Background: an optimization exercise with open tools, aiming at small area, a short achievable clock period and few clock cycles per item. Do not read the settings as production practice.
No run shown here included a check of the RTL's function; only the layout flow was run.
Power and IR drop assume default switching activity.

===== flow/run.sh =====
#!/bin/bash
# synth_recipe.tcl (not shown) runs the flow's synth.tcl, then flattens the netlist and writes it again
# the make line also repeats each setting of config.mk as NAME=value (left out here)
make -C /OpenROAD-flow-scripts/flow DESIGN_CONFIG=/design/flow/config.mk WORK_HOME=/design/flow/orfs CLKGATE_MAP_FILE= SYNTH_SCRIPT=/design/flow/synth_recipe.tcl finish

===== flow/config.mk =====
export PLATFORM = sky130hd
export DESIGN_NAME = picycle
export DESIGN_NICKNAME = picycle
export VERILOG_FILES = /design/flow/design.v
export SDC_FILE = /design/flow/constraint.sdc
export NUM_CORES = 4
export LEC_CHECK = 0
export CAP_MARGIN = 20
export CORE_MARGIN = 2
export CORE_UTILIZATION = 40
export SETUP_SLACK_MARGIN = 5
export SLEW_MARGIN = 20

===== flow/constraint.sdc =====
create_clock -name core_clock -period 12.0 [get_ports {clk}]
set_input_delay 2.4000 -clock core_clock [delete_from_list [all_inputs] [get_ports {clk}]]
set_output_delay 2.4000 -clock core_clock [all_outputs]
set_load 0.01 [all_outputs]

===== flow/design.v =====
module picycle (
    input  wire         clk,
    input  wire         rst,           
    input  wire [63:0]  cmd,
    input  wire         cmd_valid,
    output wire         cmd_ready,
    output wire [31:0]  pwm_pulse,
    output reg          pwm_write,
    output wire [191:0] led,
    output wire [31:0]  seq_pos,
    output wire         seq_valid,
    output wire         seq_done,
    output wire         seq_dir,
    output wire [31:0]  seq_cycles,
    output wire         status_ill
);
    localparam [21:0] PULSE_LOWER = 22'd500000;
    localparam [20:0] BLINK_U     = 21'd1000000;    
    localparam [21:0] BLINK_2U    = 22'd2000000;
    wire [7:0]  opc = cmd[63:56];
    wire [7:0]  fn  = cmd[55:48];
    wire [15:0] rsv = cmd[47:32];
    wire [31:0] imm = cmd[31:0];
    wire rsv_ok   = (rsv == 16'd0);
    wire fn_zero  = (fn == 8'd0);
    wire fn_hi0   = (fn[7:1] == 7'd0);
    wire imm_zero = (imm == 32'd0);
    wire is_nop     = rsv_ok && opc == 8'h00 && fn_zero && imm_zero;
    wire is_act_tgt = rsv_ok && opc == 8'h10 && fn_zero;
    wire is_act_adv = rsv_ok && opc == 8'h11 && fn_zero && imm_zero;
    wire is_seq_cfg = rsv_ok && opc == 8'h20 && fn[7:3] == 5'd0;
    wire is_seq_rst = rsv_ok && opc == 8'h21 && fn_hi0 && imm_zero;
    wire is_seq_adv = rsv_ok && opc == 8'h22 && fn_hi0 && imm_zero;
    wire is_dsp_col = rsv_ok && opc == 8'h30 && fn_zero;
    wire is_dsp_blk = rsv_ok && opc == 8'h31 && fn_hi0;
    wire is_dsp_rnd = rsv_ok && opc == 8'h32 && fn_zero;
    wire is_dsp_adv = rsv_ok && opc == 8'h33 && fn_zero;
    wire is_legal   = is_nop | is_act_tgt | is_act_adv | is_seq_cfg | is_seq_rst |
                      is_seq_adv | is_dsp_col | is_dsp_blk | is_dsp_rnd | is_dsp_adv;
    reg  busy;
    assign cmd_ready = ~busy;
    wire take = cmd_valid & ~busy;
    reg pend_act;           
    reg pend_seq;           
    reg pend_c;             
    reg pend_dsp;           
    reg ill;
    assign status_ill = ill;
    reg  [7:0]  ang;           
    reg         a2p_pend;      
    reg  [21:0] act_cur;
    reg  [20:0] act_x;         
    reg         act_s;         
    reg  [15:0] q_r;           
    reg         q_up, q_big, q_none, q_ok;
    assign pwm_pulse = {10'd0, act_cur};
    function [7:0] clamp_ang;
        input [31:0] x;
        begin
            if (x[31] || x == 32'd0) clamp_ang = 8'd0;
            else if (x[30:8] != 23'd0 || x[7:0] >= 8'd180) clamp_ang = 8'd180;
            else clamp_ang = x[7:0];
        end
    endfunction
    function [21:0] a2p_th;
        input [3:0] h;
        begin
            a2p_th =
                ({22{h == 4'd0}} & 22'd500000) |
                ({22{h == 4'd1}} & 22'd677777) |
                ({22{h == 4'd2}} & 22'd855555) |
                ({22{h == 4'd3}} & 22'd1033333) |
                ({22{h == 4'd4}} & 22'd1211111) |
                ({22{h == 4'd5}} & 22'd1388888) |
                ({22{h == 4'd6}} & 22'd1566666) |
                ({22{h == 4'd7}} & 22'd1744444) |
                ({22{h == 4'd8}} & 22'd1922222) |
                ({22{h == 4'd9}} & 22'd2100000) |
                ({22{h == 4'd10}} & 22'd2277777) |
                ({22{h == 4'd11}} & 22'd2455555);
        end
    endfunction
    function [21:0] a2p_tl;
        input [3:0] l;
        begin
            a2p_tl =
                ({22{l == 4'd0}} & 22'd0) |
                ({22{l == 4'd1}} & 22'd11111) |
                ({22{l == 4'd2}} & 22'd22222) |
                ({22{l == 4'd3}} & 22'd33333) |
                ({22{l == 4'd4}} & 22'd44444) |
                ({22{l == 4'd5}} & 22'd55555) |
                ({22{l == 4'd6}} & 22'd66666) |
                ({22{l == 4'd7}} & 22'd77777) |
                ({22{l == 4'd8}} & 22'd88888) |
                ({22{l == 4'd9}} & 22'd100000) |
                ({22{l == 4'd10}} & 22'd111111) |
                ({22{l == 4'd11}} & 22'd122222) |
                ({22{l == 4'd12}} & 22'd133333) |
                ({22{l == 4'd13}} & 22'd144444) |
                ({22{l == 4'd14}} & 22'd155555) |
                ({22{l == 4'd15}} & 22'd166666);
        end
    endfunction
    function a2p_c;
        input [3:0] h;
        input [3:0] l;
        reg [3:0] rh, rl;
        begin
            case (h)
            4'd0: rh = 4'd0;  4'd1: rh = 4'd7;  4'd2: rh = 4'd5;  4'd3: rh = 4'd3;
            4'd4: rh = 4'd1;  4'd5: rh = 4'd8;  4'd6: rh = 4'd6;  4'd7: rh = 4'd4;
            4'd8: rh = 4'd2;  4'd9: rh = 4'd0;  4'd10: rh = 4'd7; default: rh = 4'd5;
            endcase
            rl = (l >= 4'd9) ? l - 4'd9 : l;
            a2p_c = ({1'b0, rh} + {1'b0, rl}) >= 5'd9;
        end
    endfunction
    wire        sgn_d  = act_s;
    wire [21:0] act_d  = {act_s, act_x ^ {21{act_s}}};
    wire        adv_ready = q_ok & ~a2p_pend;
    wire        do_adv    = adv_ready & ((take & is_act_adv) | pend_act);
    wire        adv_go    = do_adv & ~q_none;
    wire [21:0] adv_x     = q_big ? {6'd0, q_r} : 22'd2000;
    wire [21:0] cur_adv   = act_cur + (sgn_d ? ~adv_x : adv_x) + {21'd0, q_big ? (q_up ^ sgn_d) : sgn_d};
    wire [21:0] t_th = a2p_th(ang[7:4]);
    wire [21:0] t_tl = a2p_tl(ang[3:0]);
    wire [21:0] t_nc = ~act_cur;
    wire [21:0] csa_s = t_th ^ t_tl ^ t_nc;
    wire [21:0] csa_c = {(t_th[20:0] & t_tl[20:0]) | (t_th[20:0] & t_nc[20:0]) | (t_tl[20:0] & t_nc[20:0]),
                         a2p_c(ang[7:4], ang[3:0])};
    wire [21:0] dd_a  = a2p_pend ? csa_s : act_d;
    wire [21:0] dd_b  = a2p_pend ? csa_c : (sgn_d ? adv_x : ~adv_x);
    wire        dd_ci = a2p_pend ? 1'b1 : (sgn_d ? (q_big & q_up) : (q_big ? ~q_up : 1'b1));
    wire [21:0] d_new = dd_a + dd_b + {21'd0, dd_ci};
    wire [20:0] qx     = act_x;
    wire        qc2    = &qx[1:0];
    wire        qc5    = &qx[4:0];
    wire        qc10   = &qx[9:0];
    wire        qc12   = &qx[11:0];
    wire        qc15   = &qx[14:0];
    wire [5:0]  q_k6   = !sgn_d ? 6'd5 : qc15 ? 6'd37 : qc12 ? 6'd36 : qc10 ? 6'd35 :
                         qc5 ? 6'd34 : qc2 ? 6'd35 : 6'd36;
    localparam [26:0] Q_C0 = 27'd131530755;    
    wire [26:0] qt1 = {1'b0, qx, 5'd0};
    wire [26:0] qt2 = {6'd0, ~qx};
    wire [26:0] qt3 = {8'd0, ~qx[20:2]};
    wire [26:0] qt4 = {11'd0, ~qx[20:5]};
    wire [26:0] qt5 = {16'd0, qx[20:10]};
    wire [26:0] qt6 = {18'd0, qx[20:12]};
    wire [26:0] qt7 = {21'd0, qx[20:15]};
    wire [26:0] qt8 = {Q_C0[26:6], q_k6};
    wire [26:0] qs1 = qt1 ^ qt2 ^ qt3;
    wire [26:0] qc1 = {(qt1[25:0] & qt2[25:0]) | (qt1[25:0] & qt3[25:0]) | (qt2[25:0] & qt3[25:0]), 1'b0};
    wire [26:0] qs2 = qt4 ^ qt5 ^ qt6;
    wire [26:0] qc2v = {(qt4[25:0] & qt5[25:0]) | (qt4[25:0] & qt6[25:0]) | (qt5[25:0] & qt6[25:0]), 1'b0};
    wire [26:0] qs3 = qs1 ^ qc1 ^ qs2;
    wire [26:0] qc3 = {(qs1[25:0] & qc1[25:0]) | (qs1[25:0] & qs2[25:0]) | (qc1[25:0] & qs2[25:0]), 1'b0};
    wire [26:0] qs4 = qc2v ^ qt7 ^ qt8;
    wire [26:0] qc4 = {(qc2v[25:0] & qt7[25:0]) | (qc2v[25:0] & qt8[25:0]) | (qt7[25:0] & qt8[25:0]), 1'b0};
    wire [26:0] qs5 = qs3 ^ qc3 ^ qs4;
    wire [26:0] qc5v = {(qs3[25:0] & qc3[25:0]) | (qs3[25:0] & qs4[25:0]) | (qc3[25:0] & qs4[25:0]), 1'b0};
    wire [26:0] qs6 = qs5 ^ qc5v ^ qc4;
    wire [26:0] qc6 = {(qs5[25:0] & qc5v[25:0]) | (qs5[25:0] & qc4[25:0]) | (qc5v[25:0] & qc4[25:0]), 1'b0};
    wire [26:0] q_prod = qs6 + qc6;
    wire        q_half = q_prod[9];
    wire        q_tie  = q_half && q_prod[8:3] == 6'd0;
    reg  [31:0] cfg_l, cfg_u, cfg_t, cfg_n;
    reg  [31:0] sl, su, st, sn;
    reg  [34:0] rn;            
    reg  [34:0] gn;            
    reg         tlo;           
    reg  [32:0] qm;            
    reg  [31:0] rm;            
    reg         ssign;         
    reg  [5:0]  dcnt;
    reg  [2:0]  sph;
    reg         rcu, rcd;      
    localparam [2:0] P_DIFF = 3'd0, P_NEG = 3'd1, P_DIV = 3'd2, P_S1 = 3'd3,
                     P_S2 = 3'd4, P_S3 = 3'd5, P_READY = 3'd6;
    reg  [31:0] seq_out, cyc;
    reg         dir, done, valid, esc;
    assign seq_pos    = seq_out;
    assign seq_valid  = valid;
    assign seq_done   = done;
    assign seq_dir    = dir;
    assign seq_cycles = cyc;
    wire        s_neg  = dir ^ ssign;           
    wire        r_odd  = rn[0] ^ qm[0];         
    wire        rm_z   = (rm == 32'd0);
    wire [34:0] st2    = {2'b00, st, 1'b0};
    wire [32:0] qm_e   = (rcd & ~s_neg) | (rcu & s_neg) ? {qm[32:1], 1'b0} : qm;
    reg  [34:0] sx, sy;
    reg         sc;
    always @(*) begin
        sx = 35'd0; sy = 35'd0; sc = 1'b0;
        case (sph)
        P_DIFF: begin sx = {{3{su[31]}}, su}; sy = ~{{3{sl[31]}}, sl}; sc = 1'b1; end
        P_NEG:  begin sx = {{3{sl[31]}}, sl}; sy = ~{{3{su[31]}}, su}; sc = 1'b1; end
        P_DIV:  begin sx = {2'b00, rm, qm[32]}; sy = ~{3'b000, st}; sc = 1'b1; end
        P_S1:   begin sx = gn; sy = s_neg ? ~{2'b00, rm, 1'b0} : {2'b00, rm, 1'b0}; sc = s_neg; end
        P_S2:   begin sx = gn; sy = s_neg ? st2 : ~st2; sc = ~s_neg; end
        P_S3: begin
            sx = rn;
            sy = s_neg ? ~{2'b00, qm_e} : {2'b00, qm_e};
            sc = s_neg ? (rcu | ~rcd) : rcu;
        end
        default: begin sx = {3'b000, cyc}; sy = 35'd0; sc = 1'b1; end
        endcase
    end
    wire [34:0] ss = sx + sy + {34'd0, sc};
    wire        dv_skip = rm_z && (qm[32:25] == 8'd0) && (dcnt >= 6'd8);
    wire        ss_m1   = (ss == {35{1'b1}});
    wire        gn_m1   = (gn == {35{1'b1}});
    wire        s2_up   = ~s_neg & (~gn[34] | (gn_m1 & r_odd));
    wire        s2_lo   = ~s_neg & rm_z & tlo & r_odd;
    wire        s2_dn   = s_neg & ss[34] & ~(ss_m1 & ~r_odd);
    wire        s2_hi   = s_neg & rm_z & gn_m1 & r_odd;
    wire        s2_tlo  = s_neg ? (s2_hi | (~s2_dn & ss_m1)) : (s2_up ? gn_m1 : (~s2_lo & rm_z & tlo));
    wire        hit_u   = ~esc && rn == {{3{su[31]}}, su};
    wire        hit_l   = ~esc && rn == {{3{sl[31]}}, sl};
    wire        r_in    = (rn[34:31] == 4'b0000) || (rn[34:31] == 4'b1111);
    wire        cyc_end = (ss[31:0] == sn);       
    wire        seq_ready = (sph == P_READY);
    wire        do_seq  = seq_ready & ((take & is_seq_adv & ~done) | pend_seq);
    wire        seq_c   = pend_seq ? pend_c : fn[0];
    reg  [23:0] dsp_color;
    reg  [7:0]  dsp_value;
    reg         blk_en, blk_phase;
    reg  [20:0] dv;            
    reg         vfix;
    reg         vpend;         
    reg  [3:0]  vd;
    reg  [20:0] dfreq;         
    reg  [20:0] eg;            
    reg  [31:0] eimm;
    reg  [5:0]  ecnt;
    reg  [2:0]  eng;
    localparam [2:0] E_IDLE = 3'd0, E_BIT = 3'd1, E_A1 = 3'd2, E_A2 = 3'd3,
                     E_DBL = 3'd4, E_FRQ = 3'd5;
    wire shown = !blk_en || blk_phase;
    genvar gi;
    generate
        for (gi = 0; gi < 8; gi = gi + 1) begin : g_led
            assign led[24*gi +: 24] = (shown && dsp_value[gi]) ? dsp_color : 24'h000000;
        end
    endgenerate
    wire        f_small   = (dfreq <= 21'd66666);           
    wire        may_flip  = ({4'd0, dv} < {dfreq, 4'd0});    
    wire        imm_small = (imm[31:4] == 28'd0);
    wire        dsp_fast  = f_small & imm_small & (eng == E_IDLE);
    wire        v_run     = vpend & ~vfix;                  
    wire [20:0] f1 = dfreq;
    wire [20:0] f2 = {dfreq[19:0], 1'b0};
    wire [20:0] f3 = f1 + f2;
    wire        e_big = (eg > BLINK_U);
    reg  [20:0] pp0, pp1;
    always @(*) begin
        if (!vpend) begin
            pp0 = (eng == E_A1) ? (e_big ? BLINK_U : eg) : eg;
            pp1 = (eng == E_A1) ? 21'd0 : (21'd0 - BLINK_U);
        end else begin
            case (vd[1:0])
                2'd0: pp0 = 21'd0;
                2'd1: pp0 = f1;
                2'd2: pp0 = f2;
                default: pp0 = f3;
            endcase
            case (vd[3:2])
                2'd0: pp1 = 21'd0;
                2'd1: pp1 = {f1[18:0], 2'b00};
                2'd2: pp1 = {f2[18:0], 2'b00};
                default: pp1 = {f3[18:0], 2'b00};
            endcase
        end
    end
    wire [20:0] vn0 = ~pp0;
    wire [20:0] vn1 = ~pp1;
    wire [20:0] vcs = dv ^ vn0 ^ vn1;
    wire [20:0] vcc = {(dv[19:0] & vn0[19:0]) | (dv[19:0] & vn1[19:0]) | (vn0[19:0] & vn1[19:0]), 1'b1};
    wire [20:0] vdiff = vcs + vcc + 21'd1;
    wire        vneg  = vdiff[20];
    wire [20:0] v_fixed = dv + BLINK_U;
    wire [21:0] eg2   = {eg, 1'b0} + {21'd0, (eng == E_FRQ) ? eimm[0] : 1'b0};
    wire [21:0] eg2m  = eg2 - BLINK_2U;
    wire [20:0] eg_dbl = eg2m[21] ? eg2[20:0] : eg2m[20:0];
    wire imm_f_fast = (imm[31:21] == 11'd0) && (imm[20:0] < BLINK_2U[20:0]);
    function [31:0] rev32;
        input [31:0] x;
        integer i;
        begin
            for (i = 0; i < 32; i = i + 1) rev32[i] = x[31 - i];
        end
    endfunction
    always @(posedge clk) begin
        q_r    <= q_prod[25:10];
        q_up   <= q_half & ~(q_tie & ~q_prod[10]);
        q_big  <= sgn_d ? (qx >= 21'd66649) : (qx >= 21'd66650);
        q_none <= sgn_d ? (qx <= 21'd15) : (qx <= 21'd16);
    end
    always @(posedge clk) begin
        pwm_write <= 1'b0;
        if (rst) begin
            busy      <= 1'b0;
            pend_act  <= 1'b0;
            pend_seq  <= 1'b0;
            pend_c    <= 1'b0;
            pend_dsp  <= 1'b0;
            ill       <= 1'b0;
            ang       <= 8'd0;
            a2p_pend  <= 1'b0;
            act_cur   <= PULSE_LOWER;
            act_x     <= 21'd0;
            act_s     <= 1'b0;
            q_ok      <= 1'b0;
            cfg_l     <= 32'd0;
            cfg_u     <= 32'd0;
            cfg_t     <= 32'd1;
            cfg_n     <= 32'd0;
            sl        <= 32'd0;
            su        <= 32'd0;
            st        <= 32'd1;
            sn        <= 32'd0;
            rn        <= 35'd0;
            gn        <= ~35'd1;
            tlo       <= 1'b0;
            qm        <= 33'd0;
            rm        <= 32'd0;
            ssign     <= 1'b0;
            dcnt      <= 6'd0;
            sph       <= P_S1;
            seq_out   <= 32'd0;
            cyc       <= 32'd0;
            dir       <= 1'b0;
            done      <= 1'b1;
            valid     <= 1'b0;
            esc       <= 1'b0;
            dsp_color <= 24'd0;
            dsp_value <= 8'd0;
            blk_en    <= 1'b0;
            blk_phase <= 1'b1;
            dv        <= BLINK_U - 21'd1;
            vfix      <= 1'b0;
            vpend     <= 1'b0;
            dfreq     <= 21'd1000;
            eng       <= E_IDLE;
        end else begin
            a2p_pend <= 1'b0;
            if (a2p_pend || adv_go) begin
                act_s <= d_new[21];
                act_x <= d_new[20:0] ^ {21{d_new[21]}};
            end
            q_ok   <= ~(a2p_pend | adv_go);
            if (do_adv) begin
                pend_act <= 1'b0;
                if (!q_none) begin
                    act_cur   <= cur_adv;
                    pwm_write <= 1'b1;
                end
            end
            case (sph)
            P_DIFF: begin
                ssign <= ss[32];
                qm    <= {ss[31:0], 1'b0};
                sph   <= ss[32] ? P_NEG : P_DIV;
            end
            P_NEG: begin
                qm  <= {ss[31:0], 1'b0};
                sph <= P_DIV;
            end
            P_DIV: begin
                if (dv_skip) begin
                    qm   <= {qm[24:0], 8'd0};
                    dcnt <= dcnt - 6'd8;
                    if (dcnt == 6'd8) sph <= P_S1;
                end else begin
                    rm   <= ~ss[34] ? ss[31:0] : sx[31:0];
                    qm   <= {qm[31:0], ~ss[34]};
                    dcnt <= dcnt - 6'd1;
                    if (dcnt == 6'd1) sph <= P_S1;
                end
            end
            P_S1: begin
                gn  <= ss;
                sph <= P_S2;
            end
            P_S2: begin
                rcu <= s2_up | s2_hi;
                rcd <= s2_dn | s2_lo;
                tlo <= s2_tlo;
                if (s2_up || s2_dn) gn <= ss;
                else if (s2_lo) gn <= {35{1'b1}};
                else if (s2_hi) gn <= ~st2;
                sph <= P_S3;
            end
            P_S3: begin
                rn  <= ss;
                sph <= P_READY;
            end
            default: ;
            endcase
            if (do_seq) begin
                pend_seq <= 1'b0;
                seq_out  <= rn[31:0];
                valid    <= 1'b1;
                if (!r_in) esc <= 1'b1;
                if (hit_u || hit_l) dir <= ~dir;
                if (hit_l) begin
                    cyc <= ss[31:0];
                    if (cyc_end) done <= 1'b1;
                end
                if (seq_c) begin
                    ang      <= clamp_ang(rn[31:0]);
                    a2p_pend <= 1'b1;
                end
                sph <= P_S1;
            end
            vfix <= 1'b0;
            if (vfix) dv <= v_fixed;
            if (v_run) begin
                dv       <= vdiff;
                vfix     <= vneg;
                vpend    <= 1'b0;
                pend_dsp <= 1'b0;
                if (vneg) blk_phase <= ~blk_phase;
            end
            case (eng)
            E_BIT: begin
                if (!vfix && !vpend) begin
                    if (eimm == 32'd0) eng <= E_IDLE;
                    else if (eimm[0]) eng <= E_A1;
                    else eng <= E_DBL;
                end
            end
            E_A1: begin
                if (!vfix) begin
                    dv   <= vdiff;
                    vfix <= vneg;
                    if (vneg) blk_phase <= ~blk_phase;
                    eng  <= e_big ? E_A2 : E_DBL;
                end
            end
            E_A2: begin
                if (!vfix) begin
                    dv   <= vdiff;
                    vfix <= vneg;
                    if (vneg) blk_phase <= ~blk_phase;
                    eng  <= E_DBL;
                end
            end
            E_DBL: begin
                eg   <= eg_dbl;
                eimm <= {1'b0, eimm[31:1]};
                eng  <= E_BIT;
            end
            E_FRQ: begin
                eg   <= eg_dbl;
                eimm <= {1'b0, eimm[31:1]};
                ecnt <= ecnt - 6'd1;
                if (ecnt == 6'd0) begin
                    dfreq <= eg;
                    eng   <= E_IDLE;
                end
            end
            default: ;
            endcase
            if (take) begin
                if (!is_legal) begin
                    ill <= 1'b1;
                end else if (is_act_tgt) begin
                    ang      <= clamp_ang(imm);
                    a2p_pend <= 1'b1;
                end else if (is_act_adv) begin
                    if (!adv_ready) pend_act <= 1'b1;
                end else if (is_seq_cfg) begin
                    case (fn[2:0])
                        3'd0: cfg_l <= imm;
                        3'd1: cfg_u <= imm;
                        3'd2: if (!imm_zero) cfg_t <= imm;
                        3'd3: cfg_n <= imm;
                        default: ;
                    endcase
                end else if (is_seq_rst) begin
                    sl      <= cfg_l;
                    su      <= cfg_u;
                    st      <= cfg_t;
                    sn      <= cfg_n;
                    rn      <= {{3{cfg_l[31]}}, cfg_l};
                    gn      <= ~{3'b000, cfg_t};
                    tlo     <= 1'b0;
                    rm      <= 32'd0;
                    dcnt    <= 6'd33;
                    sph     <= P_DIFF;
                    seq_out <= cfg_l;
                    dir     <= 1'b0;
                    cyc     <= 32'd0;
                    done    <= 1'b0;
                    valid   <= 1'b1;
                    esc     <= 1'b0;
                    if (fn[0]) begin
                        ang      <= clamp_ang(cfg_l);
                        a2p_pend <= 1'b1;
                    end
                end else if (is_seq_adv) begin
                    if (done) valid <= 1'b0;
                    else if (!seq_ready) begin
                        pend_seq <= 1'b1;
                        pend_c   <= fn[0];
                    end
                end else if (is_dsp_col) begin
                    if (imm[31:24] == 8'd0) dsp_color <= imm[23:0];
                end else if (is_dsp_blk) begin
                    if (!fn[0]) begin
                        blk_en    <= 1'b0;
                        blk_phase <= 1'b1;
                        dv        <= BLINK_U - 21'd1;
                        vfix      <= 1'b0;
                        vpend     <= 1'b0;
                    end else if (!imm_zero) begin
                        if (!blk_en) begin
                            blk_phase <= 1'b1;
                            dv        <= BLINK_U - 21'd1;
                            vfix      <= 1'b0;
                            vpend     <= 1'b0;
                        end
                        blk_en <= 1'b1;
                        if (imm_f_fast) begin
                            dfreq <= imm[20:0];
                        end else begin
                            eimm <= rev32(imm);
                            eg   <= 21'd0;
                            ecnt <= 6'd32;
                            eng  <= E_FRQ;
                        end
                    end
                end else if (is_dsp_rnd) begin
                    if (!imm[31] && imm[30:8] == 23'd0) dsp_value <= imm[7:0];
                end else if (is_dsp_adv) begin
                    if (blk_en) begin
                        if (dsp_fast) begin
                            vd    <= imm[3:0];
                            vpend <= 1'b1;
                            if (may_flip || vpend || vfix) pend_dsp <= 1'b1;
                        end else begin
                            eimm <= imm;
                            eg   <= dfreq;
                            eng  <= E_BIT;
                        end
                    end
                end
            end
            busy <= 1'b0;
            if (take && is_legal) begin
                if (is_act_adv && !adv_ready) busy <= 1'b1;
                if (is_seq_adv && !done && !seq_ready) busy <= 1'b1;
                if (is_dsp_blk && fn[0] && !imm_zero && !imm_f_fast) busy <= 1'b1;
                if (is_dsp_adv && blk_en && (!dsp_fast || may_flip || vpend || vfix)) busy <= 1'b1;
            end
            if (pend_act && !do_adv) busy <= 1'b1;
            if (pend_seq && !do_seq) busy <= 1'b1;
            if (pend_dsp && !v_run) busy <= 1'b1;
            if (eng == E_FRQ && ecnt != 6'd0) busy <= 1'b1;
            if (eng == E_A1 || eng == E_A2 || eng == E_DBL) busy <= 1'b1;
            if (eng == E_BIT && (vfix || vpend || eimm != 32'd0)) busy <= 1'b1;
        end
    end
endmodule

==> results.sh, run 1 <==
export IMPL_grt_max_degree=169
export IMPL_nFillCells=12360
export IMPL_muxShareOfSynthArea=0.05216
export IMPL_min_period_over_period=0.5654
export IMPL_overflow=0
export IMPL_insertion_delay_ns=0.71
export IMPL_fmax_mhz=147.4
export IMPL_power_total_mw=11.23
export IMPL_fin_crit_ns=6.785
export IMPL_die_area_um2=127800
export IMPL_h_tree_depth=3
export IMPL_die_h_um=357.4
export IMPL_areaGrowthSynthToFinish_pct=15.33
export IMPL_p_seq_frac=0.255
export IMPL_r2r_setup_slack_ns=5.22
export IMPL_synth_xor_area_frac=0.06195
export IMPL_hold_viol=0
export IMPL_p_per_area_nw_per_um2=194.9
export IMPL_drv_cap=0
export IMPL_cts_num_sinks=700
export IMPL_finalSetupTns_ns=0
export IMPL_power_leakage_nw=22.84
export IMPL_power_frac_comb=0.509
export IMPL_grt_pass1_vias=46320
export IMPL_cts_buffers=87
export IMPL_reg_largest_list="gn (35), rn (35), qm (33)"
export IMPL_cp_required_ns=12.61
export IMPL_grtUsageTotal=0.3324
export IMPL_place_congestion=1.036
export IMPL_core_rowCount=129
export IMPL_first_iter_violations=6479
export IMPL_drive_gt1_frac=0.06362
export IMPL_vias=50120
export IMPL_die_x_um=357.4
export IMPL_nets=6894
export IMPL_hp_class="reg -> reg"
export IMPL_switching_share=0.4760
export IMPL_max_clock_path_buffers=3
export IMPL_syn_cell_area_um2=49970
export IMPL_wl_per_cell_um=26.74
export IMPL_hold_buffers=0
export IMPL_yosys_area_share_simple=0.2131
export IMPL_portBuffers=350
export IMPL_antenna_left=0
export IMPL_slew_viol_final=0
export IMPL_cts_tree="yes"
export IMPL_intPower_mw=5.886
export IMPL_ys_seq_area_frac=0.2935
export IMPL_min_path_cells=2
export IMPL_run_status="timing/DRC/antenna clean"
export IMPL_synth_compound_area_frac=0.2157
export IMPL_p_clk_frac=0.237
export IMPL_switchingPower_mw=5.347
export IMPL_criticalPathCategory="reg -> reg"
export IMPL_reg2reg_to="gn[26]"
export IMPL_synth_top_family_by_area="compound AO/OA/AOI/OAI gates"
export IMPL_async_flop_share=0
export IMPL_critPathLaunchType="register"
export IMPL_yosys_warnings=1
export IMPL_path_clk_slew_ns=0.06
export IMPL_placedInstanceArea_um2=54670
export IMPL_synthCells=6413
export IMPL_grt_setup_unrepaired="true"
export IMPL_synthAdderAreaFrac=0.09946
export IMPL_grt_antenna_before_repair=8
export IMPL_reg2reg_from="sph[0]"
export IMPL_hold_path_startpoint="cfg_u[17]"
export IMPL_ys_ff_latch=700
export IMPL_first_pass_iters=8
export IMPL_endpoint_kind="register"
export IMPL_min_to="su[17]"
export IMPL_fin_area_um2=57630
export IMPL_avgSynthCellArea_um2=7.792
export IMPL_wirelength_mm=219.2
export IMPL_synth_edf_count=65
export IMPL_crit_chain="buf_4 > nand2_1 > or2_2 > nand2_2 > buf_6 > nand2_1 > nand4_1 > o21ai_0 > fa_1 > fa_1 > nor2b_1 > o31a_2 > o2111a_1 > o21ai_1 > and2b_1 > xnor2_2 > buf_4 > nand4_1 > nor4_4 > nand3_1 > o311ai_4 > buf_6 > o311ai_0 > a32oi_1"
export IMPL_viasPerCell=6.116
export IMPL_synth_distinct_cells=116
export IMPL_design_core_area_um2=123800
export IMPL_io_pins=361
export IMPL_postLayoutCoreUtil=0.4655
export IMPL_relSlewSlack=0.2296
export IMPL_worst_pin_slew_ns=1.126
export IMPL_clock_root_buffer="clkbuf_16"
export IMPL_cp_arrival_ns=7.40
export IMPL_finalSetupViolations=0
export IMPL_crit_path_max_fanout=36
export IMPL_critPathSlowestCell="fa_1"
export IMPL_dp_hpwl_mm=159.9
export IMPL_ys_flop_type="dfxtp_1"
export IMPL_fin_skew_ns=0.02311
export IMPL_drc=0
export IMPL_max_stage_delay_ns=0.58
export IMPL_initial_core_util=0.4036
export IMPL_r2r_cells=24
export IMPL_vdd_ir_drop_worst_mv=0.3134
export IMPL_grt_pass1_wl_mm=318.4
[worst max path at each step]
stage | startpoint | endpoint | slack (ns) | cells after the start
2_1_floorplan | sph[0] | gn[20] | 6.43 | 25
3_3_place_gp | cmd[42] | register | 4.36 | 16
3_5_place_dp | cmd[27] | register | 4.41 | 16
4_1_cts | sph[2] | gn[26] | 5.01 | 23
5_1_grt | cmd[27] | register | 5.00 | 16
6_report | sph[0] | gn[26] | 5.22 | 24
[power groups by stage]
stage	registers (mW)	clock network, mW	logic (mW)
6_report	2.86	2.66	5.71
5_1_grt	2.86	2.79	5.90
4_1_cts	2.83	2.68	5.41
3_5_place_dp	2.88	0	5.38
3_3_place_gp	2.89	0	5.38
2_1_floorplan	2.72	0	3.35
[synth_stat cells, drive strengths merged, types with 11 or more instances]
library cell	n	area share
o31ai	18	0.0029
clkbuf	412	0.031
mux2i	251	0.050
a22oi	154	0.024
nor3	121	0.012
xor2	141	0.025
inv	284	0.021
or3	32	0.0042
o211ai	58	0.0088
o22ai	21	0.0026
and3	230	0.029
xnor2	209	0.037
nand4	67	0.0084
fa	94	0.038
a221oi	48	0.0085
nor2b	41	0.0051
or4	13	0.0020
o21bai	14	0.0021
nand3b	11	0.0017
o311ai	22	0.0040
and2	20	0.0025
a21boi	42	0.0063
a41oi	33	0.0058
a21oi	535	0.054
ha	246	0.062
buf	91	0.0098
o21ai	273	0.027
a311oi	21	0.0037
nand2b	40	0.0050
o221ai	70	0.014
or2	22	0.0028
a21o	42	0.0063
edfxtp	65	0.039
nand3	81	0.0081
nor4	78	0.010
dfxtp	635	0.25
nand2	956	0.072
a31oi	71	0.0092
nor2	580	0.044
o21a	19	0.0030
a211oi	103	0.016
[cells by family after synthesis]
group                      count (synthesis)
xor gates and xnor gates                 350
DFF                                      700
muxes                                    259
AOI/OAI and AO/OA                       1634
adders and majority gates                341
other                                      1
buffers and inverters                    797
and+or+nand+nor                         2331
[stage by stage]
step / instances / hold WS [ns] / worst slack, ns
finish: 8195 / 0.4442 / 5.215
global route: 8192 / 0.4712 / 5.001
CTS: 8186 / 0.4544 / 5.008
detailed placement: 8028 / 0.4465 / 4.405
global placement: 8028 / 0.4407 / 4.357
floorplan: 6422 / 0.4267 / 6.425
[per-layer routing]
metal / global-route usage / vias to the layer above / share of wire
met5: 0 / - / 0.00024
met3: 0.08056 / 495 / 0.10
met4: 0.1560 / 8 / 0.054
met2: 0.4993 / 2690 / 0.43
li1: - / 22880 / -
met1: 0.4473 / 24050 / 0.42
[repair_timing]
action                                 CTS  global route
setup buffers                            0             4
resized for setup                        2            24
cloned                                   1             2
pin swaps                                1             3
endpoints found under the hold margin    0             0
setup endpoints to repair               32            98
[critical path: cells and delay by family, from the launching register on]
| family | cells | cell delay, ns |
|---|---|---|
| xor gates and xnor gates | 1 | 0.11 |
| buffers and inverters | 4 | 1.28 |
| AOI/OAI and AO/OA | 7 | 1.55 |
| DFF | 1 | 0.33 |
| and+or+nand+nor | 10 | 2.26 |
| adders and majority gates | 2 | 1.09 |
[cell usage in the layout, fill, tap and decap left out, drive strengths merged, types with 42 or more instances in the layout]
| cell type | n |
|---|---|
| nand2 | 956 |
| dfxtp | 635 |
| nor2 | 583 |
| a21oi | 535 |
| clkdlybuf4s50 | 349 |
| inv | 291 |
| o21ai | 273 |
| mux2i | 251 |
| ha | 246 |
| and3 | 230 |
| xnor2 | 209 |
| a22oi | 154 |
| xor2 | 141 |
| buf | 133 |
| clkbuf | 123 |
| nor3 | 121 |
| a211oi | 103 |
| fa | 94 |
| nand3 | 81 |
| nor4 | 78 |
| a31oi | 71 |
| o221ai | 70 |
| nand4 | 67 |
| edfxtp | 65 |
| o211ai | 58 |
| a221oi | 48 |
| a21o | 42 |
| a21boi | 42 |
[final cells by class]
cell class,count,area [um2],share of cell area
Multi-Input combinational cell,4928,32420,0.5626
Timing Repair Buffer,482,4573,0.07936
Sequential cell,700,14670,0.2546
Inverter,288,1084,0.01880
Clock inverter,34,301.5,0.005233
Clock buffer,123,2517,0.04368
Tap cell,1637,2048,0.03554
Antenna cell,3,7.507,0.0001303
==> inputs of run 2 (changes only) <==
--- a/flow/design.v
+++ b/flow/design.v
@@ -172,12 +172,12 @@
     reg         tlo;           
     reg  [32:0] qm;            
     reg  [31:0] rm;            
-    reg         ssign;         
+    reg         sneg;          
     reg  [5:0]  dcnt;
     reg  [2:0]  sph;
     reg         rcu, rcd;      
     localparam [2:0] P_DIFF = 3'd0, P_NEG = 3'd1, P_DIV = 3'd2, P_S1 = 3'd3,
-                     P_S2 = 3'd4, P_S3 = 3'd5, P_READY = 3'd6;
+                     P_S2 = 3'd4, P_S3 = 3'd5, P_READY = 3'd6, P_LOAD = 3'd7;
     reg  [31:0] seq_out, cyc;
     reg         dir, done, valid, esc;
     assign seq_pos    = seq_out;
@@ -185,7 +185,7 @@
     assign seq_done   = done;
     assign seq_dir    = dir;
     assign seq_cycles = cyc;
-    wire        s_neg  = dir ^ ssign;           
+    wire        s_neg  = sneg;
     wire        r_odd  = rn[0] ^ qm[0];         
     wire        rm_z   = (rm == 32'd0);
     wire [34:0] st2    = {2'b00, st, 1'b0};
@@ -224,7 +224,7 @@
     wire        seq_ready = (sph == P_READY);
     wire        do_seq  = seq_ready & ((take & is_seq_adv & ~done) | pend_seq);
     wire        seq_c   = pend_seq ? pend_c : fn[0];
-    reg  [23:0] dsp_color;
+    reg  [23:0] dsp_ncolor;    
     reg  [7:0]  dsp_value;
     reg         blk_en, blk_phase;
     reg  [20:0] dv;            
@@ -242,7 +242,7 @@
     genvar gi;
     generate
         for (gi = 0; gi < 8; gi = gi + 1) begin : g_led
-            assign led[24*gi +: 24] = (shown && dsp_value[gi]) ? dsp_color : 24'h000000;
+            assign led[24*gi +: 24] = ~(dsp_ncolor | {24{~(shown & dsp_value[gi])}});
         end
     endgenerate
     wire        f_small   = (dfreq <= 21'd66666);           
@@ -293,6 +293,44 @@
         end
     endfunction
     always @(posedge clk) begin
+        if (sph == P_LOAD) begin
+            sl   <= cfg_l;
+            su   <= cfg_u;
+            st   <= cfg_t;
+            sn   <= cfg_n;
+            rn   <= {{3{cfg_l[31]}}, cfg_l};
+            gn   <= ~{3'b000, cfg_t};
+            tlo  <= 1'b0;
+            rm   <= 32'd0;
+            dcnt <= 6'd33;
+        end else begin
+            case (sph)
+            P_DIFF, P_NEG: qm <= {ss[31:0], 1'b0};
+            P_DIV: begin
+                if (dv_skip) begin
+                    qm   <= {qm[24:0], 8'd0};
+                    dcnt <= dcnt - 6'd8;
+                end else begin
+                    rm   <= ~ss[34] ? ss[31:0] : sx[31:0];
+                    qm   <= {qm[31:0], ~ss[34]};
+                    dcnt <= dcnt - 6'd1;
+                end
+            end
+            P_S1: gn <= ss;
+            P_S2: begin
+                rcu <= s2_up | s2_hi;
+                rcd <= s2_dn | s2_lo;
+                tlo <= s2_tlo;
+                if (s2_up || s2_dn) gn <= ss;
+                else if (s2_lo) gn <= {35{1'b1}};
+                else if (s2_hi) gn <= ~st2;
+            end
+            P_S3: rn <= ss;
+            default: ;
+            endcase
+        end
+    end
+    always @(posedge clk) begin
         q_r    <= q_prod[25:10];
         q_up   <= q_half & ~(q_tie & ~q_prod[10]);
         q_big  <= sgn_d ? (qx >= 21'd66649) : (qx >= 21'd66650);
@@ -317,17 +355,6 @@
             cfg_u     <= 32'd0;
             cfg_t     <= 32'd1;
             cfg_n     <= 32'd0;
-            sl        <= 32'd0;
-            su        <= 32'd0;
-            st        <= 32'd1;
-            sn        <= 32'd0;
-            rn        <= 35'd0;
-            gn        <= ~35'd1;
-            tlo       <= 1'b0;
-            qm        <= 33'd0;
-            rm        <= 32'd0;
-            ssign     <= 1'b0;
-            dcnt      <= 6'd0;
             sph       <= P_S1;
             seq_out   <= 32'd0;
             cyc       <= 32'd0;
@@ -335,7 +362,7 @@
             done      <= 1'b1;
             valid     <= 1'b0;
             esc       <= 1'b0;
-            dsp_color <= 24'd0;
+            dsp_ncolor <= 24'hffffff;
             dsp_value <= 8'd0;
             blk_en    <= 1'b0;
             blk_phase <= 1'b1;
@@ -360,43 +387,17 @@
             end
             case (sph)
             P_DIFF: begin
-                ssign <= ss[32];
-                qm    <= {ss[31:0], 1'b0};
+                sneg  <= ss[32];
                 sph   <= ss[32] ? P_NEG : P_DIV;
             end
-            P_NEG: begin
-                qm  <= {ss[31:0], 1'b0};
-                sph <= P_DIV;
-            end
+            P_NEG: sph <= P_DIV;
             P_DIV: begin
-                if (dv_skip) begin
-                    qm   <= {qm[24:0], 8'd0};
-                    dcnt <= dcnt - 6'd8;
-                    if (dcnt == 6'd8) sph <= P_S1;
-                end else begin
-                    rm   <= ~ss[34] ? ss[31:0] : sx[31:0];
-                    qm   <= {qm[31:0], ~ss[34]};
-                    dcnt <= dcnt - 6'd1;
-                    if (dcnt == 6'd1) sph <= P_S1;
-                end
-            end
-            P_S1: begin
-                gn  <= ss;
-                sph <= P_S2;
-            end
-            P_S2: begin
-                rcu <= s2_up | s2_hi;
-                rcd <= s2_dn | s2_lo;
-                tlo <= s2_tlo;
-                if (s2_up || s2_dn) gn <= ss;
-                else if (s2_lo) gn <= {35{1'b1}};
-                else if (s2_hi) gn <= ~st2;
-                sph <= P_S3;
-            end
-            P_S3: begin
-                rn  <= ss;
-                sph <= P_READY;
+                if (dv_skip ? (dcnt == 6'd8) : (dcnt == 6'd1)) sph <= P_S1;
             end
+            P_S1: sph <= P_S2;
+            P_S2: sph <= P_S3;
+            P_S3: sph <= P_READY;
+            P_LOAD: sph <= P_DIFF;
             default: ;
             endcase
             if (do_seq) begin
@@ -404,7 +405,10 @@
                 seq_out  <= rn[31:0];
                 valid    <= 1'b1;
                 if (!r_in) esc <= 1'b1;
-                if (hit_u || hit_l) dir <= ~dir;
+                if (hit_u || hit_l) begin
+                    dir  <= ~dir;
+                    sneg <= ~sneg;
+                end
                 if (hit_l) begin
                     cyc <= ss[31:0];
                     if (cyc_end) done <= 1'b1;
@@ -481,16 +485,7 @@
                         default: ;
                     endcase
                 end else if (is_seq_rst) begin
-                    sl      <= cfg_l;
-                    su      <= cfg_u;
-                    st      <= cfg_t;
-                    sn      <= cfg_n;
-                    rn      <= {{3{cfg_l[31]}}, cfg_l};
-                    gn      <= ~{3'b000, cfg_t};
-                    tlo     <= 1'b0;
-                    rm      <= 32'd0;
-                    dcnt    <= 6'd33;
-                    sph     <= P_DIFF;
+                    sph     <= P_LOAD;
                     seq_out <= cfg_l;
                     dir     <= 1'b0;
                     cyc     <= 32'd0;
@@ -508,7 +503,7 @@
                         pend_c   <= fn[0];
                     end
                 end else if (is_dsp_col) begin
-                    if (imm[31:24] == 8'd0) dsp_color <= imm[23:0];
+                    if (imm[31:24] == 8'd0) dsp_ncolor <= ~imm[23:0];
                 end else if (is_dsp_blk) begin
                     if (!fn[0]) begin
                         blk_en    <= 1'b0;
==> run 2 against run 1 <==
Against the previous run: still clean; critical path depth decreased by 3; critical endpoint is now gn[19]; global-route usage decreased by 2.9 points; count of clock-buffer cells in the layout decreased by 13; hold slack worse by 0.020 ns; worst setup slack got worse by 0.018 ns; routed wire length decreased by 13%; via count is 13% lower.
==> results.sh, run 2 <==
export IMPL_cts_tree="yes"
export IMPL_avgSynthCellArea_um2=8.671
export IMPL_grtUsageTotal=0.3034
export IMPL_drive_gt1_frac=0.06115
export IMPL_relSlewSlack=0.2679
export IMPL_synth_distinct_cells=101
export IMPL_grt_pass1_wl_mm=278.9
export IMPL_power_leakage_nw=21.85
export IMPL_cp_required_ns=12.47
export IMPL_nets=6062
export IMPL_ys_ff_latch=700
export IMPL_finalSetupTns_ns=0
export IMPL_overflow=0
export IMPL_max_clock_path_buffers=3
export IMPL_dp_cells=7098
export IMPL_slew_viol_final=0
export IMPL_portBuffers=350
export IMPL_fin_crit_ns=6.802
export IMPL_synthTopCellsByCount="nor2_1, nand2_1, dfxtp_1, clkbuf_1, a21oi_1"
export IMPL_grt_setup_unrepaired="false"
export IMPL_die_h_um=349.2
export IMPL_synthCells=5498
export IMPL_criticalPathCategory="reg -> reg"
export IMPL_fin_area_um2=55660
export IMPL_wirelength_mm=190.0
export IMPL_run_status="timing/DRC/antenna clean"
export IMPL_core_rowCount=126
export IMPL_first_pass_iters=6
export IMPL_viasPerCell=6.030
export IMPL_insertion_delay_ns=0.69
export IMPL_vias=43780
export IMPL_yosysMostFrequentCell="nor2_1"
export IMPL_ys_flop_type="dfxtp_1"
export IMPL_drv_cap=0
export IMPL_yosys_warnings=1
export IMPL_crit_path_max_fanout=27
export IMPL_endpoint_kind="register"
export IMPL_io_pins=361
export IMPL_initial_core_util=0.4037
export IMPL_critPathLaunchType="register"
export IMPL_grt_max_degree=107
export IMPL_path_clk_slew_ns=0.06
export IMPL_fin_skew_ns=0.03229
export IMPL_fin_cells=7260
export IMPL_clock_root_buffer="clkbuf_16"
export IMPL_syn_cell_area_um2=47670
export IMPL_async_flop_share=0
export IMPL_place_congestion=1.053
export IMPL_ys_seq_area_frac=0.3563
export IMPL_h_tree_depth=3
export IMPL_synth_top_cell_area_share=0.1871
export IMPL_antenna_left=0
export IMPL_first_iter_violations=4905
export IMPL_cts_buffers=84
export IMPL_drc=0
export IMPL_areaGrowthSynthToFinish_pct=16.76
export IMPL_reg_largest_list="gn (35), rn (35), qm (33)"
export IMPL_synth_edf_count=297
export IMPL_hp_class="reg -> reg"
export IMPL_final_common_cell="nor2_1"
export IMPL_placedInstanceArea_um2=52470
export IMPL_cts_num_sinks=700
export IMPL_fmax_mhz=147.0
export IMPL_hold_buffers=0
export IMPL_grt_antenna_before_repair=5
export IMPL_hold_viol=0
export IMPL_cp_arrival_ns=7.28
export IMPL_synth_area_leaders="edfxtp_1, dfxtp_1, ha_1"
export IMPL_dp_hpwl_mm=140.8
export IMPL_n_antenna_cell=0
export IMPL_grt_pass1_vias=41630
export IMPL_worst_pin_slew_ns=1.096
export IMPL_final_cell_mix="nor2_1, nand2_1, dfxtp_1"
export IMPL_finalSetupViolations=0
export IMPL_yosysTopAreaCell="edfxtp_1"
export IMPL_min_period_over_period=0.5669
export IMPL_p_per_area_nw_per_um2=254.7
export IMPL_die_area_um2=122000
export IMPL_design_core_area_um2=118100
export IMPL_die_x_um=349.2
export IMPL_wl_per_cell_um=26.16
export IMPL_vdd_ir_drop_worst_mv=0.2465
-- run 2: cell types whose count changed in the layout (fill, tap and decap cells not counted), moves of 72 or more --
cell      before  now
nand2_1      949  465
o22ai_1       21  109
nor2_1       570  748
edfxtp_1      65  297
a22oi_1      145   70
and3_1       229   30
o21ai_0      264  192
dfxtp_1      630  398
a21oi_1      529  307
-- run 2: path summary, 6_finish.rpt --
check	from	to	slack, ns	cells after the start
worst max-delay path	sph[0]	gn[19]	5.20	21
worst min-delay path	cfg_n[26]	sn[26]	0.42	0
worst max register to register	sph[0]	gn[19]	5.20	21
worst min register to register	cfg_n[26]	sn[26]	0.42	0
-- run 2: through the flow --
step	setup WS [ns]	hold WS (ns)	utilization	total power [mW]
floorplan	5.782	0.4076	-	8.186
global placement	3.923	0.4120	0.4442	11.05
detailed placement	3.677	0.4141	0.4443	11.05
CTS	5.011	0.4243	0.4705	13.90
global route	4.995	0.4337	0.4714	14.72
finish	5.198	0.4242	0.4714	14.18
-- run 2: layout make-up --
type                            instances  area, um2
Fill cell                           11320      62420
Multi-Input combinational cell       4119      28340
Sequential cell                       700      17000
Timing Repair Buffer                  452       4319
Clock buffer                          110       2419
Tap cell                             1536       1922
Inverter                              298       1132
Clock inverter                         45      531.8
-- run 2: cells by family (layout without fill, tap and decap cells) --
logic type | count (synthesis) | count (layout) | share of synthesized area
simple gates | 1768 | 1768 | 0.1652
compound gates | 1378 | 1379 | 0.1960
flops | 700 | 700 | 0.3563
buf+inv | 689 | 905 | 0.05598
fa+ha+maj | 340 | 340 | 0.1040
xor+xnor | 340 | 340 | 0.06301
mux | 282 | 282 | 0.05947
other cells | 1 | 10 | 0.00007866
-- run 2: repair_timing --
action,CTS,global route
cloned,1,0
endpoints found under the setup margin,76,83
gates resized for setup,21,15
pin swaps,0,3
buffers inserted,3,2
-- run 2: critical path, stage by stage, from the launching register on --
cell      delay (ns)
dfxtp_4         0.50
inv_2           0.18
nor2_4          0.37
buf_6           0.34
buf_4           0.37
a22o_1          0.19
a221oi_1        0.06
a31oi_1         0.27
ha_1            0.28
and3_2          0.32
and2_4          0.17
o211ai_2        0.14
a21boi_2        0.30
o21a_1          0.17
nor2_1          0.05
xor2_1          0.14
buf_4           0.21
or4_1           0.59
or4_4           0.58
or4_4           0.61
and2_2          0.32
a222oi_1        0.40
-- run 2: metal layers --
layer / track usage / wire [um]
met1: 0.4085 / 79850
met5: 0 / 42
met2: 0.4787 / 84600
met4: 0.1192 / 8222
met3: 0.05823 / 17230
-- run 2: where the power goes --
group	total [mW]	switching [mW]	internal, mW	leakage (nW)
combinational	7.62	5.01	2.61	14.2
sequential	3.80	0.598	3.20	6.17
clock	2.75	1.14	1.61	1.45
==> inputs of run 3 (changes only) <==
==> flow/flow/run.sh (new file) <==
#!/bin/bash
# The standard layout, with timing repair aimed at a larger setup margin.
set -euo pipefail
bash standard.sh SETUP_SLACK_MARGIN=7 finish > standard_flow.log 2>&1
==> flow/standard.sh (new file) <==
#!/bin/bash
# synth_recipe.tcl (not shown) runs the flow's synth.tcl, then flattens the netlist and writes it again
# the make line also repeats each setting of config.mk as NAME=value (left out here)
make -C /OpenROAD-flow-scripts/flow DESIGN_CONFIG=/design/flow/config.mk WORK_HOME=/design/flow/orfs CLKGATE_MAP_FILE= SYNTH_SCRIPT=/design/flow/synth_recipe.tcl "${@:-finish}"
removed: flow/run.sh
==> run 3 against run 2 <==
Against the previous run: still clean on timing, DRC and antenna; design area rose by 13%; clock skew fell by 0.0021 ns; first-iteration DRC count rose by 20%; sequential cell count did not move; count of clock-buffer cells in the layout rose by 3; total power rose by 15%; non-clock buffer count rose by 350; combinational power rose by 28%; register-to-register slack improved by 0.99 ns; via count rose by 7.7%; die area did not move; largest power group unchanged.
==> results.sh, run 3 <==
export IMPL_clock_root_buffer="clkbuf_16"
export IMPL_vias=47170
export IMPL_reg_largest_list="gn (35), rn (35), qm (33)"
export IMPL_relSlewSlack=0.1851
export IMPL_max_clock_path_buffers=3
export IMPL_r2r_cells=20
export IMPL_grt_setup_unrepaired="true"
export IMPL_grt_antenna_before_repair=6
export IMPL_p_per_area_nw_per_um2=258.3
export IMPL_fin_cells=7612
export IMPL_design_core_area_um2=118100
export IMPL_cts_buffers=82
export IMPL_fin_crit_ns=5.815
export IMPL_min_period_over_period=0.4846
export IMPL_h_tree_depth=3
export IMPL_yosysTopAreaCell="edfxtp_1"
export IMPL_viasPerCell=6.197
export IMPL_critPathSlowestCell="or4_4"
export IMPL_criticalPathCategory="reg -> reg"
export IMPL_path_clk_slew_ns=0.06
export IMPL_crit_chain="nand2b_4 > nor2_4 > buf_6 > buf_16 > a22o_1 > a221oi_1 > a31oi_1 > buf_4 > ha_4 > a21o_1 > a21o_1 > a21o_1 > xnor2_1 > nor3b_2 > nand4_1 > or4_4 > or4_4 > or4_4 > and2_4 > a222oi_1"
export IMPL_drive_gt1_frac=0.1969
export IMPL_die_x_um=349.2
export IMPL_fin_skew_ns=0.03021
export IMPL_antenna_left=0
export IMPL_hold_viol=0
export IMPL_avgSynthCellArea_um2=8.671
export IMPL_yosys_warnings=1
export IMPL_io_pins=361
export IMPL_reg2reg_from="sph[2]"
export IMPL_dp_cells=7098
export IMPL_cts_num_sinks=700
export IMPL_drc=0
export IMPL_finalSetupTns_ns=0
export IMPL_die_h_um=349.2
export IMPL_slew_viol_final=0
export IMPL_cp_arrival_ns=6.27
export IMPL_final_common_cell="nor2_1"
export IMPL_crit_path_max_fanout=15
export IMPL_place_congestion=0.9961
export IMPL_async_flop_share=0
export IMPL_cts_tree="yes"
export IMPL_power_leakage_nw=25.08
export IMPL_syn_cell_area_um2=47670
export IMPL_areaGrowthSynthToFinish_pct=32.14
export IMPL_grt_pass1_wl_mm=302.5
export IMPL_portBuffers=350
export IMPL_die_area_um2=122000
export IMPL_reg2reg_to="gn[13]"
export IMPL_grt_pass1_vias=44550
export IMPL_wirelength_mm=214.8
export IMPL_placedInstanceArea_um2=53100
export IMPL_critPathLaunchType="register"
export IMPL_overflow=0
export IMPL_run_status="timing/DRC/antenna clean"
export IMPL_initial_core_util=0.4037
export IMPL_grt_max_degree=122
export IMPL_hold_path_startpoint="cfg_n[23]"
export IMPL_ys_flop_type="dfxtp_1"
export IMPL_wl_per_cell_um=28.22
export IMPL_ys_ff_latch=700
export IMPL_first_iter_violations=5885
export IMPL_vdd_ir_drop_worst_mv=0.4983
export IMPL_fmax_mhz=172.0
export IMPL_endpoint_kind="register"
export IMPL_synthTopCellsByCount="nor2_1, nand2_1, dfxtp_1, clkbuf_1, a21oi_1"
export IMPL_first_pass_iters=8
export IMPL_yosysMostFrequentCell="nor2_1"
export IMPL_power_total_mw=16.27
export IMPL_ys_seq_area_frac=0.3563
export IMPL_synthCells=5498
export IMPL_final_cell_mix="nor2_1, nand2_1, dfxtp_1"
export IMPL_dp_hpwl_mm=143.9
export IMPL_max_stage_delay_ns=0.64
export IMPL_insertion_delay_ns=0.68
export IMPL_cp_required_ns=12.46
export IMPL_nets=6414
export IMPL_synth_edf_count=297
export IMPL_finalSetupViolations=0
export IMPL_worst_pin_slew_ns=1.192
export IMPL_min_path_cells=0
export IMPL_nFillCells=10600
export IMPL_hp_class="reg -> reg"
export IMPL_hold_buffers=0
export IMPL_post_place_ws_ns=4.310
export IMPL_synth_top_cell_area_share=0.1871
export IMPL_fin_area_um2=63000
export IMPL_min_to="sn[23]"
export IMPL_grtUsageTotal=0.3340
export IMPL_drv_cap=0
export IMPL_synth_area_leaders="edfxtp_1, dfxtp_1, ha_1"
export IMPL_fin_ws_ns=6.185
export IMPL_r2r_setup_slack_ns=6.18
export IMPL_synth_distinct_cells=101
export IMPL_core_rowCount=126
## run 3: layer usage
layer	vias up	GRT usage	wire, um	share of wire
li1	20790	-	-	-
met1	22780	0.4064	80310	0.37
met2	2852	0.5490	98150	0.46
met3	739	0.06494	20420	0.095
met4	6	0.1952	15920	0.074
met5	-	0	36	0.00017
## run 3: where the power goes
part	switching, mW	internal (mW)
Sequential	0.603	3.20
Combinational	5.94	3.83
Clock	1.10	1.61
## run 3: cells by family (layout without fill, tap and decap cells)
family	after synthesis	after routing	share of synthesized area
compound gates	1378	1378	0.1960
xor+xnor	340	340	0.06301
fa+ha+maj	340	340	0.1040
buf+inv	689	1251	0.05598
flops	700	700	0.3563
mux	282	282	0.05947
other cells	1	12	0.00007866
simple gates	1768	1773	0.1652
## run 3: layout make-up
class | count | area [um2] | share of cell area
well taps | 1536 | 1922 | 0.03051
multi-input cells | 4123 | 31350 | 0.4976
clock buffers | 113 | 2346 | 0.03724
clock inverters | 38 | 488.0 | 0.007746
inverters | 298 | 1191 | 0.01891
diodes | 2 | 5.005 | 0.00007944
flip-flops and latches | 700 | 17070 | 0.2710
repair buffers | 802 | 8627 | 0.1369
## run 3: per-stage QoR
step,utilization,hold WS (ns)
floorplan,-,0.4076
global placement,0.4494,0.4119
detailed placement,0.4497,0.4135
CTS,0.5136,0.4131
global route,0.5335,0.4357
finish,0.5335,0.4119
## run 3: repair_timing
item                                    in CTS  in global routing
resized for setup                          584                366
endpoints found under the setup margin     669                282
gates cloned                                34                 11
buffers inserted                           207                109
pin swaps                                  183                199
## run 3: worst max-delay path, delay by kind of cell (launching register included)
| kind | cells | cell delay [ns] |
|---|---|---|
| DFF | 1 | 0.47 |
| xor gates and xnor gates | 1 | 0.23 |
| adders and majority gates | 1 | 0.22 |
| buffers and inverters | 3 | 0.48 |
| and+or+nand+nor | 8 | 2.86 |
| AOI/OAI and AO/OA | 7 | 1.32 |
## run 3: worst max path at each step
stage | slack [ns] | to | startpoint
after floorplan | 6.54 | gn[24] | sph[1]
after global placement | 4.16 | gn[21] | sph[0]
final | 6.18 | gn[13] | sph[2]
after CTS | 6.36 | gn[24] | sph[2]
after detailed placement | 4.31 | gn[1] | sph[0]
after global routing | 6.05 | gn[13] | sneg

## port drivers added, routing unchanged
The flow's constraints put no driver on any port. The routed layouts listed below were extracted and timed again, unchanged, in two steps.
Step 1: set_driving_cell puts a clkbuf_16 on clk and a buf_2 on each other input, an assumption about the parent block.
Step 2 moves the port delays by t, midway between the first and last clock arrival at a register: inputs arrive t later, outputs are due t later. That takes back most of the time a late clock gives input paths.
Three values: no drivers, after step 1, after step 2; two values: the first two.
run	t, ns	setup slack, ns	worst register clock-pin slew, ns
run 1	0.778	5.215 / 5.215 / 4.550	0.07 / 0.07
run 2	0.746	5.198 / 5.198 / 4.562	0.07 / 0.07
run 3	0.733	6.185 / 6.185 / 6.030	0.07 / 0.07
After both steps every run listed still meets setup and hold. For run 1, which loses most, drivers alone change the setup slack by 0.000 ns; drivers and shift together by -0.665 ns.
